What follows belongs to an exercise in optimizing a design on an open flow for small area, a short achievable clock period and few clock cycles per item; a production flow would make more cautious choices.
At most, simulation tests tie the RTL to the original design; equivalence was not proved.
Power is estimated from default activity; no workload was simulated.

Setup of exp/sierra:
==> flow/design.v <==
module apt_frame_parser (
    input  wire        clk,
    input  wire        rst,
    input  wire        in_valid,
    input  wire [7:0]  in_data,
    output wire        in_ready,
    output wire        out_valid,
    input  wire        out_ready,
    output reg  [1:0]  out_kind,
    output wire [1:0]  out_err,
    output reg  [15:0] out_msgid,
    output reg  [6:0]  out_dest,
    output reg  [7:0]  out_source,
    output reg         out_long,
    output reg  [7:0]  out_param1,
    output reg  [7:0]  out_param2,
    output reg  [63:0] out_f0,
    output reg  [31:0] out_f1,
    output reg  [31:0] out_f2,
    output wire [31:0] out_f3,
    output wire [12:0] out_status
);
    reg         oval;        
    reg         rdy;         
    reg         inpay;       
    reg         far;         
    reg  [15:0] q;           
    reg         fix;         
    reg         fixlast;     
    reg  [7:0]  nx0;         
    reg         kn;          
    reg         err_enum;    
    reg  [12:0] st;          
    reg  [2:0]  f3h;         
    assign in_ready   = rdy;
    assign out_valid  = oval;
    assign out_err    = {err_enum, !err_enum};
    assign out_status = st;
    assign out_f3     = {16'd0, f3h, st};
    wire        take = in_valid && rdy;
    wire [7:0]  d    = in_data;
    wire [15:0] len  = {out_param2, out_param1};
    wire        hdr5 = !inpay && q[2:0] == 3'd5;
    wire        last = hdr5 ? (!out_long || len == 16'd0) : (inpay && q == len);
    wire        at0  = !inpay && q[2:0] == 3'd0;
    function h(input integer k);
        h = take && !inpay && q[2:0] == k;
    endfunction
    function p(input integer k);
        p = take && inpay && !far && q[3:0] == k - 5;
    endfunction
    wire        c1  = kn && out_msgid[3:0] == 4'h1;
    wire        c2  = kn && out_msgid[3:0] == 4'h2;
    wire        c3  = kn && out_msgid[3:0] == 4'h3;
    wire        c4  = kn && out_msgid[3:0] == 4'h4;
    wire        c5  = kn && out_msgid[3:0] == 4'h5;
    wire        c6  = kn && out_msgid[3:0] == 4'h6;
    wire        c7  = kn && out_msgid[3:0] == 4'h7;
    wire        c8  = kn && out_msgid[3:0] == 4'h8;
    wire        c2378 = c2 | c3 | c7 | c8;
    wire        c237  = c2 | c3 | c7;
    wire        c37   = c3 | c7;
    wire        n15   = !(c1 | c5);
    wire        kn_d = d == 8'h10 && nx0[7:4] == 4'h0 &&
                       nx0[3:0] != 4'h0 && nx0[3:0] <= 4'h8;
    wire        l4   = len[15:2] == 14'd0;
    wire        l6   = len[15:3] == 13'd0 && len[2:1] != 2'b11;
    wire        l8   = len[15:3] == 13'd0;
    wire        l14  = len[15:4] == 12'd0 && len[3:1] != 3'b111;
    wire        lshort = c2 ? l6 : c4 ? l4 : c8 ? l8 : l14;
    wire        too_short = (c2 | c3 | c4 | c6 | c7 | c8) && (!out_long || lshort);
    wire        bad_enum  = c1 && out_param2 != 8'd1 && out_param2 != 8'd2;
    wire [10:0] lo5 = {3'd0, out_f1[7:0]} + {1'b0, out_f1[7:0], 2'b00};
    wire [10:0] hi5 = {3'd0, out_f1[15:8]} + {1'b0, out_f1[15:8], 2'b00}
                    + {8'd0, out_f1[18:16]};
    wire [7:0]  dz = d & {8{inpay}};
    wire        p9c4 = p(9) && c4;
    wire        oval_nx = (oval && !out_ready) || (take && last && !p9c4) ||
                          (fix && fixlast);
    wire        at0_nx  = take ? last : at0;
    always @(posedge clk) begin
        if (rst) begin
            oval    <= 1'b0;
            rdy     <= 1'b1;
            inpay   <= 1'b0;
            far     <= 1'b0;
            q       <= 16'd0;
            fix     <= 1'b0;
            fixlast <= 1'b0;
        end else begin
            oval    <= oval_nx;
            rdy     <= !oval_nx || at0_nx;
            fix     <= p9c4;
            fixlast <= p9c4 && last;
            if (take) begin
                if (last) begin
                    inpay <= 1'b0;
                    far   <= 1'b0;
                    q     <= 16'd0;
                end else if (hdr5) begin
                    inpay <= 1'b1;
                    q     <= 16'd1;
                end else begin
                    q     <= q + 16'd1;
                    if (inpay && q[3:0] == 4'd14)
                        far <= 1'b1;
                end
            end
        end
    end
    always @(posedge clk) begin
        if (h(0)) nx0 <= d;
        if (h(1)) begin
            out_msgid <= {d, nx0};
            kn        <= kn_d;
        end
        if (h(2)) out_param1 <= d;
        if (h(3)) out_param2 <= d;
        if (h(4)) begin
            out_long <= d[7];
            out_dest <= d[6:0];
        end
        if (h(5)) begin
            out_source <= d;
            out_kind   <= !kn ? 2'd1 : (too_short || bad_enum) ? 2'd2 : 2'd0;
            err_enum   <= !too_short;
        end
        if (h(2))
            out_f0[7:0] <= {d[7:4] & {4{!c5}}, d[3:0]};
        else if (p(6) && n15)
            out_f0[7:0] <= d;
        else if (p(7) && c4)
            out_f0[7:0] <= lo5[7:0];
        if (p(8) && c4)
            out_f0[15:8] <= hi5[7:0];
        else if (h(2) || (p(7) && n15))
            out_f0[15:8] <= dz;
        if (p(8) && c4)
            out_f0[23:16] <= {5'd0, hi5[10:8]};
        else if (h(2) || (p(8) && c6))
            out_f0[23:16] <= dz;
        if (h(2) || (p(9) && c6))  out_f0[31:24] <= dz;
        if (h(2) || (p(10) && c6)) out_f0[39:32] <= dz;
        if (h(2) || (p(11) && c6)) out_f0[47:40] <= dz;
        if (h(2) || (p(12) && c6)) out_f0[55:48] <= dz;
        if (h(2) || (p(13) && c6)) out_f0[63:56] <= dz;
        if (h(3))
            out_f1[7:0] <= {7'd0, d == 8'd1};
        else if ((p(7) || p(9)) && c4)
            out_f1[7:0] <= lo5[7:0];
        else if ((p(6) && c4) || (p(8) && n15) || (p(14) && c6))
            out_f1[7:0] <= d;
        if (fix)
            out_f1[15:8] <= hi5[7:0];
        else if (h(3) || (p(7) && c4) || (p(9) && (c2378 || c4)) || (p(15) && c6))
            out_f1[15:8] <= dz;
        if (fix)
            out_f1[23:16] <= {5'd0, hi5[10:8]};
        else if ((p(7) || p(9)) && c4)
            out_f1[23:16] <= {5'd0, lo5[10:8]};
        else if (p(15) && c6)
            out_f1[23:16] <= {8{d[7]}};
        else if (h(3) || (p(10) && c237))
            out_f1[23:16] <= dz;
        if (p(15) && c6)
            out_f1[31:24] <= {8{d[7]}};
        else if (h(3) || (p(11) && c237))
            out_f1[31:24] <= dz;
        if ((p(10) && c8) || (p(12) && c37) || (p(16) && c6))
            out_f2[7:0] <= d;
        if ((p(11) && c8) || (p(13) && c37) || (p(17) && c6))
            out_f2[15:8] <= d;
        if (h(4) || (p(14) && c3) || (p(18) && c6))
            out_f2[23:16] <= dz;
        if (h(4) || (p(15) && c3) || (p(19) && c6))
            out_f2[31:24] <= dz;
        if (p(12) && c8)
            st[7:0] <= d;
        if (p(13) && c8)
            {f3h, st[12:8]} <= d;
        if (p(16) && c37)
            st[5:0] <= {d[7:4], d[1:0]};
        if (p(17) && c37)
            st[10:6] <= {d[6:4], d[2:1]};
        if (p(19) && c37)
            st[12:11] <= {d[7], d[0]};
    end
endmodule
export LEC_CHECK = 0
export ABC_CLOCK_PERIOD_IN_PS = 2000
export CAP_MARGIN = 20
export CORE_MARGIN = 2
export CORE_UTILIZATION = 40
export CTS_CLUSTER_DIAMETER = 80
export CTS_CLUSTER_SIZE = 24
export PLACE_DENSITY = 0.6
export SETUP_SLACK_MARGIN = 2.2
export SLEW_MARGIN = 20
create_clock -name core_clock -period 4.5 [get_ports {clk}]
standard.sh (not shown) runs the stock make flow with config.mk's settings and CLKGATE_MAP_FILE= SYNTH_SCRIPT=/design/flow/synth_recipe.tcl, a recipe that flattens the netlist after the stock synthesis.
==> flow/flow/run.sh <==
#!/bin/bash
# The standard layout (the standard.sh) with two changes: port buffers of
# sky130_fd_sc_hd__buf_2, and no full/half-adder cell extraction in synthesis
# (ADDER_MAP_FILE empty), so abc maps the adders for speed.
set -uo pipefail
bash standard.sh "BUFFER_PORTS_ARGS=-buffer_cell sky130_fd_sc_hd__buf_2" "ADDER_MAP_FILE=" finish > standard.log 2>&1
exp/sierra completed; timing, DRC and antenna clean
Changes in exp/juniper relative to exp/sierra:
Settings: a deleted CTS_CLUSTER_SIZE that had been 24; a deleted CTS_CLUSTER_DIAMETER that had been 80; a change of SETUP_SLACK_MARGIN from 2.2 to 2.5.
Looking at critical path class, the input port to register result is from exp/sierra; the register to register one comes from exp/juniper.
Sequential group share of total power (higher): exp/sierra
Taking exp/sierra as the reference, in exp/juniper portion of the clock cycle consumed by the worst path in the final layout roughly the same, worst setup slack higher.
Modified inputs, exp/fjord compared to exp/juniper
==> flow/flow/run.sh <==
#!/bin/bash
# The standard layout (the standard.sh, unchanged synthesis), with the
# port buffers made of sky130_fd_sc_hd__buf_2 instead of the buffer that
# buffer_ports picks by itself (a slow clock-delay buffer).
set -uo pipefail
bash standard.sh "BUFFER_PORTS_ARGS=-buffer_cell sky130_fd_sc_hd__buf_2" finish > standard.log 2>&1
Findings:
Between exp/fjord and exp/juniper, the maximum frequency is higher for exp/juniper.
Run comparison: exp/fjord slowest cell on the critical path fa_1; exp/juniper slowest cell on the critical path edfxtp_1
Delta (exp/fjord minus exp/juniper): setup slack decreased by 0.25 ns relative to the old numbers, worst hold slack closely matched the old numbers, part of the Yosys area used for sequential elements has increased, XOR/XNOR share of the synthesized area closely matched the old numbers.
exp/fjord and exp/juniper ended up with nearly the same register area.
Looking at clock tree buffer count of the final layout, exp/fjord sits 8 below exp/juniper.
Going from exp/juniper to exp/fjord, synthesized cell count shrinks by about 11%.
No functional check of the RTL was part of any run of this note.

== build 94 ==
apt_frame_parser, a different RTL version from the one above (not shown whole).
Size in the first run: roughly 220 flip-flops, roughly 240 I/O pins, roughly 10000 µm² of cells after synthesis.
==> flow/config.mk <==
export PLATFORM = sky130hd
export DESIGN_NAME = apt_frame_parser
export DESIGN_NICKNAME = apt_frame_parser
export VERILOG_FILES = /design/flow/design.v
export SDC_FILE = /design/flow/constraint.sdc
export NUM_CORES = 4
export LEC_CHECK = 0
export ABC_CLOCK_PERIOD_IN_PS = 2000
export CAP_MARGIN = 20
export CORE_MARGIN = 2
export CORE_UTILIZATION = 40
export CTS_CLUSTER_DIAMETER = 80
export CTS_CLUSTER_SIZE = 24
export PLACE_DENSITY = 0.6
export SETUP_SLACK_MARGIN = 2.2
export SLEW_MARGIN = 20
==> flow/constraint.sdc <==
create_clock -name core_clock -period 4.5 [get_ports {clk}]
set_input_delay 0.9000 -clock core_clock [delete_from_list [all_inputs] [get_ports {clk}]]
set_output_delay 0.9000 -clock core_clock [all_outputs]
set_load 0.01 [all_outputs]
==> flow/flow/run.sh <==
#!/bin/bash
# The standard layout (the standard.sh) with two changes: port buffers of
# sky130_fd_sc_hd__buf_2, and no full/half-adder cell extraction in synthesis
# (ADDER_MAP_FILE empty), so abc maps the adders for speed.
set -uo pipefail
bash standard.sh "BUFFER_PORTS_ARGS=-buffer_cell sky130_fd_sc_hd__buf_2" "ADDER_MAP_FILE=" finish > standard.log 2>&1
Build 94 went all the way through synthesis, placement and routing and the layout is clean on timing, DRC and antenna.
Testbench counts of build 94, summed over its fixed seeds: cycles 48,895, items 3,200.
Relative to build 94, the following input files were edited for build 2:
- CTS_CLUSTER_DIAMETER: 80 -> unset
- CTS_CLUSTER_SIZE: 24 -> unset
- SETUP_SLACK_MARGIN: 2.2 -> 2.5
==> flow/flow/run.sh <==
#!/bin/bash
# The standard layout (the standard.sh, unchanged synthesis), with the
# port buffers made of sky130_fd_sc_hd__buf_2 instead of the buffer that
# buffer_ports picks by itself (a slow clock-delay buffer).
set -uo pipefail
bash standard.sh "BUFFER_PORTS_ARGS=-buffer_cell sky130_fd_sc_hd__buf_2" finish > standard.log 2>&1
==> comparison <==
Build 2 completed every stage of the flow, and the final layout passed the timing, design-rule and antenna checks.
Portion of total power attributed to combinational logic is lower on build 94
Netlist area before placement (build 94 / build 2): 1.06
Relative to build 94, the maximum number of pins on one net before global-route repair of build 2 is lower by 17.
Summary of build 2 over build 94: met2 wirelength from detailed routing +220 µm, critical path depth went up by 6, final design instance area without fill now larger, maximum fanout along the worst path went down by 2.
In build 2 the growth of design area from synthesis to finish turned out 21 points higher than in build 94.
> inputs changed (build 2 -> build 89)
- a change of PLACE_DENSITY from 0.6 to 0.85
- an added CTS_CLUSTER_SIZE of 24
- an added CTS_CLUSTER_DIAMETER of 80
- a change of SETUP_SLACK_MARGIN from 2.5 to 2.2
==> flow/flow/run.sh <==
#!/bin/bash
# The standard layout (the standard.sh) with two changes: port buffers of
# sky130_fd_sc_hd__buf_1, and no full/half-adder cell extraction in synthesis
# (ADDER_MAP_FILE empty), so abc maps the adders for speed.
set -uo pipefail
bash standard.sh "BUFFER_PORTS_ARGS=-buffer_cell sky130_fd_sc_hd__buf_1" "ADDER_MAP_FILE=" finish > standard.log 2>&1
[summary]
Build 89: full flow OK, the timing, design-rule and antenna checks passed. Maximum frequency (build 89 vs. build 2) increases by a little under 10%. The final reports for build 89 and build 2 show count of clock-net buffers in the final layout lower in the former. Side by side, vertical die dimension turned out higher in build 89 than in build 2. Number of global-route vias before repair in build 89 vs build 2: up 339. Most frequent standard cell in the layout excluding fill and tap cells = buf_2: build 2; most frequent standard cell in the layout excluding fill and tap cells = buf_1: build 89.
The inputs of build 54 differ from those of build 89 as listed below.
- swapping 0.85 for 0.6 in PLACE_DENSITY
==> flow/flow/run.sh <==
#!/bin/bash
# The standard layout (the standard.sh), with port buffers of
# sky130_fd_sc_hd__buf_1 instead of the buffer buffer_ports picks by itself.
set -uo pipefail
bash standard.sh "BUFFER_PORTS_ARGS=-buffer_cell sky130_fd_sc_hd__buf_1" finish > standard.log 2>&1
## What came out
- In the reports for build 89 and build 54, the larger first-pass GRT wire length belongs to build 89.
- Sequential logic power of build 54 is on par with build 89.
- In build 54, the number of iterations in the first detailed-routing pass came out 1 below the value in build 89.
- The last element of the critical path comes out out_f0[16] in one run and out_f1[0] in the other, namely in build 54 and build 89 respectively.
- On build 54: number of global-route vias before repair is 1012 lower than what build 89 gave.
- Total standard cell area after synthesis delta (build 54 − build 89): favourable

Starting RTL as in the previous note.
// apt_frame_parser
module apt_frame_parser (
    input  wire        clk,
    input  wire        rst,
    input  wire        in_valid,
    input  wire [7:0]  in_data,
    output wire        in_ready,
    output wire        out_valid,
    input  wire        out_ready,
    output reg  [1:0]  out_kind,
    output wire [1:0]  out_err,
    output reg  [15:0] out_msgid,
    output reg  [6:0]  out_dest,
    output reg  [7:0]  out_source,
    output reg         out_long,
    output reg  [7:0]  out_param1,
    output reg  [7:0]  out_param2,
    output reg  [63:0] out_f0,
    output reg  [31:0] out_f1,
    output reg  [31:0] out_f2,
    output wire [31:0] out_f3,
    output wire [12:0] out_status
);
clock: 4.5 ns
lec_check: 0
abc_clock_period_in_ps: 2000
cap_margin: 20
core_margin: 2
core_utilization: 40
cts_buf_list: sky130_fd_sc_hd__clkbuf_8
cts_cluster_size: 16
place_density: 0.6
setup_slack_margin: 2.5
slew_margin: 20
==> flow/flow/run.sh <==
#!/bin/bash
# The standard layout (the standard.sh) with two changes: port buffers of
# sky130_fd_sc_hd__buf_2, and no full/half-adder cell extraction in synthesis
# (ADDER_MAP_FILE empty), so abc maps the adders for speed.
set -uo pipefail
bash standard.sh "BUFFER_PORTS_ARGS=-buffer_cell sky130_fd_sc_hd__buf_2" "ADDER_MAP_FILE=" finish > standard.log 2>&1
Testbench counts at the start, summed over its fixed seeds: cycles 48,895, items 3,200.
Rerun with:
==> flow/flow/run.sh (replaced) <==
#!/bin/bash
# The standard layout (the standard.sh) with two changes: port buffers of
# sky130_fd_sc_hd__buf_1, and no full/half-adder cell extraction in synthesis
# (ADDER_MAP_FILE empty), so abc maps the adders for speed.
set -uo pipefail
bash standard.sh "BUFFER_PORTS_ARGS=-buffer_cell sky130_fd_sc_hd__buf_1" "ADDER_MAP_FILE=" finish > standard.log 2>&1
CAP_MARGIN = 5   (was 20)
CTS_BUF_LIST = default   (was sky130_fd_sc_hd__clkbuf_8)
CTS_CLUSTER_DIAMETER = 80   (was default)
CTS_CLUSTER_SIZE = 24   (was 16)
PLACE_DENSITY = 0.72   (was 0.6)
SETUP_SLACK_MARGIN = 2.2   (was 2.5)
SLEW_MARGIN = 5   (was 20)
- The new run completed with no timing, DRC or antenna violations
- total power falls by 12%
- via count is lower by 6.7%
- wire length goes down by 11%
- sequential share of layout area rose by 8.8 points
- non-clock buffer count shrinks by 88
- sequential power hardly moves
- combinational power fell by 26%
- worst hold slack is about the same
Rerun with:
ABC_AREA = 1   (was default)
ABC_CLOCK_PERIOD_IN_PS = default   (was 2000)
CAP_MARGIN = 20   (was 5)
SLEW_MARGIN = 20   (was 5)
Clock-buffer cell count stays the same.
Register-to-register slack gets better by 0.06 ns.
Cell area drops by a few percent.
Sequential power climbs slightly.
Clock skew drops by 0.0080 ns.
Utilization drops by 1.0 points.
Cell count climbs by about a fifth.
Clock power stays flat.
Rerun with:
ABC_AREA = default   (was 1)
ABC_CLOCK_PERIOD_IN_PS = 2000   (was default)
Outcome: Power fell by 5.7%; combinational power fell by about 10%; global-route usage fell by 1.5 points; sequential power fell by about 2%.

## re-timing with driven ports
The flow's constraints put no driver on any port. The routed layouts listed below were extracted and timed again, unchanged, in two steps.
Step 1 (the two cells are an assumption about what drives the block):
set clk [get_ports {clk}]
set_driving_cell -lib_cell sky130_fd_sc_hd__clkbuf_16 $clk
set_driving_cell -lib_cell sky130_fd_sc_hd__buf_2 [delete_from_list [all_inputs] $clk]
Step 2 times the ports against the registers' clock, not the clock port: input delays grow and output delays shrink by t, the midpoint of the rising clock arrivals with the driver on.
Three values: no drivers, after step 1, after step 2; two values: the first two.
run	t (ns)	slack for setup (ns)	latest minus earliest clock arrival (ns)	worst register clock-pin slew, ns
exp/sierra	0.509	2.184 / 2.156 / 1.674	0.021 / 0.020	0.10 / 0.10
exp/juniper	0.560	2.191 / 2.191 / 1.754	0.008 / 0.009	0.06 / 0.06
exp/fjord	0.559	1.936 / 1.936 / 1.788	0.020 / 0.020	0.07 / 0.07
build 94	0.529	2.139 / 2.089 / 1.747	0.018 / 0.018	0.10 / 0.10
build 2	0.554	2.025 / 2.025 / 1.704	0.009 / 0.009	0.06 / 0.06
build 89	0.529	2.188 / 2.140 / 1.718	0.032 / 0.032	0.10 / 0.10
build 54	0.526	2.007 / 2.007 / 1.602	0.029 / 0.029	0.10 / 0.10
the first run of note 3	0.583	2.234 / 2.189 / 1.686	0.048 / 0.049	0.07 / 0.07
the second run of note 3	0.528	2.213 / 2.166 / 1.756	0.033 / 0.033	0.10 / 0.10
the third run of note 3	0.526	2.204 / 2.226 / 1.700	0.023 / 0.024	0.10 / 0.10
the fourth run of note 3	0.512	2.247 / 2.204 / 1.748	0.020 / 0.019	0.10 / 0.10
After both steps setup and hold are still met in every run listed. The setup slack of the first run of note 3, which loses most, moves by -0.045 ns with the drivers and by -0.548 ns with both steps.
